This is an optimization exercise on Yosys and OpenROAD, whose aim is small area, not a production implementation.
In this exercise RTL edits were held to simulation tests only and were not proved equivalent to the original.
Power and IR drop assume default switching activity.

// io22_core
module io22_core (
    input             clk,
    input             rst,           
    input             cmd_valid,
    input             cmd_edge,
    input      [63:0] cmd_word,
    output            cmd_ready,
    output reg        done,          
    output     [31:0] result,        
    output            ser_data,
    output            ser_clk,
    output            ser_latch,
    output            oe_n
);
Size: about 840 flip-flops, roughly 0.023 mm2 of cells after synthesis.
export LEC_CHECK = 0
export CAP_MARGIN = 20
export CORE_MARGIN = 2
export CORE_UTILIZATION = 60
export CTS_BUF_LIST = sky130_fd_sc_hd__clkbuf_8
export CTS_CLUSTER_DIAMETER = 50
export CTS_CLUSTER_SIZE = 18
export PLACE_DENSITY = 0.7
export SLEW_MARGIN = 20
create_clock -name core_clock -period 20.0 [get_ports {clk}]
standard.sh (not shown) runs the stock make flow with config.mk's settings and CLKGATE_MAP_FILE= SYNTH_SCRIPT=/design/flow/synth_recipe.tcl, a recipe that flattens the netlist after the stock synthesis.
==> flow/flow/run.sh <==
#!/bin/bash
set -euo pipefail
export BUFFER_PORTS_ARGS="-buffer_cell sky130_fd_sc_hd__buf_1"
bash standard.sh > standard_flow.log 2>&1
Edit:
==> flow/run.sh (new file) <==
#!/bin/bash
# synth_recipe.tcl (not shown) runs the flow's synth.tcl, then flattens the netlist and writes it again
# the make line also repeats each setting of config.mk as NAME=value (left out here)
make -C /OpenROAD-flow-scripts/flow DESIGN_CONFIG=/design/flow/config.mk WORK_HOME=/design/flow/orfs CLKGATE_MAP_FILE= SYNTH_SCRIPT=/design/flow/synth_recipe.tcl finish
- CORE_UTILIZATION: 60 -> 40
- CTS_CLUSTER_SIZE: 18 -> 20
- PLACE_DENSITY: 0.7 -> default
removed: flow/flow/run.sh
removed: flow/standard.sh
Result:
- synthesized area stays the same
- clock-buffer cell count grows by 3
- global-route usage shrinks by 7.2 points
- clock power grows by 19%
- power grows by 6.1%
Edit:
- CTS_BUF_LIST: sky130_fd_sc_hd__clkbuf_8 -> default
- CTS_CLUSTER_DIAMETER: 50 -> default
- CTS_CLUSTER_SIZE: 20 -> default
=>
- synthesized area stays the same
- final area went up by a few percent
- global-route usage went up by 0.41 points
- power came out higher by about a fifth
- worst hold slack got worse by 0.028 ns
- routed wire length rises slightly
- clock-buffer cell count rises by 47
- register-to-register slack hardly moves
- setup slack degrades by 0.052 ns
- core utilization came out higher by 2.6 points
- critical path depth is unchanged
Edit:
==> flow/flow/run.sh (new file) <==
#!/bin/bash
set -euo pipefail
export BUFFER_PORTS_ARGS="-buffer_cell sky130_fd_sc_hd__buf_1"
bash standard.sh > standard_flow.log 2>&1
==> flow/standard.sh (new file) <==
#!/bin/bash
# synth_recipe.tcl (not shown) runs the flow's synth.tcl, then flattens the netlist and writes it again
# the make line also repeats each setting of config.mk as NAME=value (left out here)
make -C /OpenROAD-flow-scripts/flow DESIGN_CONFIG=/design/flow/config.mk WORK_HOME=/design/flow/orfs CLKGATE_MAP_FILE= SYNTH_SCRIPT=/design/flow/synth_recipe.tcl "${@:-finish}"
- CTS_BUF_LIST: default -> sky130_fd_sc_hd__clkbuf_8
- CTS_CLUSTER_DIAMETER: default -> 70
- CTS_CLUSTER_SIZE: default -> 18
removed: flow/run.sh
What happened: Register-to-register slack gets better by 0.21 ns. Die area does not change. Critical path depth is unchanged. Hold slack gains 0.0068 ns. Total power decreases by 23%. Area after synthesis does not change.
Edit:
- CORE_UTILIZATION: 40 -> 60
- CTS_BUF_LIST: sky130_fd_sc_hd__clkbuf_8 -> sky130_fd_sc_hd__clkbuf_16
- CTS_CLUSTER_DIAMETER: 70 -> 50
- CTS_CLUSTER_SIZE: 18 -> 32
- PLACE_DENSITY: default -> 0.7
Effect:
- setup slack improved by 0.29 ns
- sequential share of layout area drops by 0.58 points
- via count came out higher by 1.5%
- design area goes up by 0.87%
Edit:
- CORE_UTILIZATION: 60 -> 40
- CTS_BUF_LIST: sky130_fd_sc_hd__clkbuf_16 -> sky130_fd_sc_hd__clkbuf_8
- CTS_CLUSTER_SIZE: 32 -> 20
- PLACE_DENSITY: 0.7 -> default
After rerunning: Design area is about the same; routed wire length is lower by a few percent; sequential share of layout area stays flat; global-route usage goes down by 9.9 points; synthesized cell count does not change; power went down by a few percent; critical path depth is unchanged; clock-buffer cell count grows by 19; hold slack improved by 0.0043 ns; fmax came out lower by a few percent; worst setup slack degrades by 0.32 ns.

Starting RTL as in the previous note.
==> flow/design.v (excerpt) <==
module io22_core (
    input             clk,
    input             rst,           
    input             cmd_valid,
    input             cmd_edge,
    input      [63:0] cmd_word,
    output            cmd_ready,
    output reg        done,          
    output     [31:0] result,        
    output            ser_data,
    output            ser_clk,
    output            ser_latch,
    output            oe_n
);
export LEC_CHECK = 0
export CAP_MARGIN = 20
export CORE_MARGIN = 2
export CORE_UTILIZATION = 40
export CTS_BUF_LIST = sky130_fd_sc_hd__clkbuf_4
export CTS_CLUSTER_DIAMETER = 45
export CTS_CLUSTER_SIZE = 10
export SLEW_MARGIN = 20
create_clock -name core_clock -period 20.0 [get_ports {clk}]
==> flow/flow/run.sh <==
#!/bin/bash
set -euo pipefail
export BUFFER_PORTS_ARGS="-buffer_cell sky130_fd_sc_hd__buf_1"
bash standard.sh > standard_flow.log 2>&1
The starting point passed the timing, DRC and antenna checks.
Edit:
CAP_MARGIN = 0   (was 20)
CTS_BUF_LIST = sky130_fd_sc_hd__clkbuf_8   (was sky130_fd_sc_hd__clkbuf_4)
CTS_CLUSTER_DIAMETER = 70   (was 45)
CTS_CLUSTER_SIZE = 18   (was 10)
GPL_TIMING_DRIVEN = 0   (was default)
SLEW_MARGIN = 0   (was 20)
Clock power grows by 4.0%.
Global-route usage stays flat.
Sequential power barely changes.
Power rises by 1.4%.

afterwards: timing with drivers on the ports:
The results above use ideal ports. As a check the final layouts listed here were re-extracted and re-timed, cells and wires unchanged.
Step 1 assumes that a clkbuf_16 drives the clock port and a buf_2 every other input.
Step 2, shift: input delay + t, output delay - t, t = (earliest + latest rising clock arrival at the registers) / 2. This alone moves slack from input paths to output paths.
a / b / c = ideal ports / drivers / drivers and shift; a / b = the first two.
run | shift t [ns] | setup WS [ns] | worst hold slack (ns)
the first run of note 1 | 0.718 | 11.157 / 11.190 / 10.472 | 0.310 / 0.310 / 0.310
the second run of note 1 | 0.733 | 10.568 / 10.598 / 9.865 | 0.310 / 0.310 / 0.310
the third run of note 1 | 0.653 | 10.515 / 10.547 / 9.894 | 0.282 / 0.282 / 0.282
the fourth run of note 1 | 0.734 | 10.798 / 10.815 / 10.081 | 0.289 / 0.289 / 0.289
the fifth run of note 1 | 0.663 | 11.086 / 11.125 / 10.462 | 0.318 / 0.318 / 0.318
the sixth run of note 1 | 0.738 | 10.763 / 10.782 / 10.044 | 0.322 / 0.322 / 0.322
the first run of note 2 | 0.895 | 10.967 / 10.981 / 10.086 | 0.284 / 0.284 / 0.284
the second run of note 2 | 0.744 | 9.450 / 9.473 / 8.729 | 0.299 / 0.299 / 0.299
After both steps setup and hold are still met in every run listed. The setup slack of the first run of note 2, which loses most, moves by +0.014 ns with the drivers and by -0.881 ns with both steps.
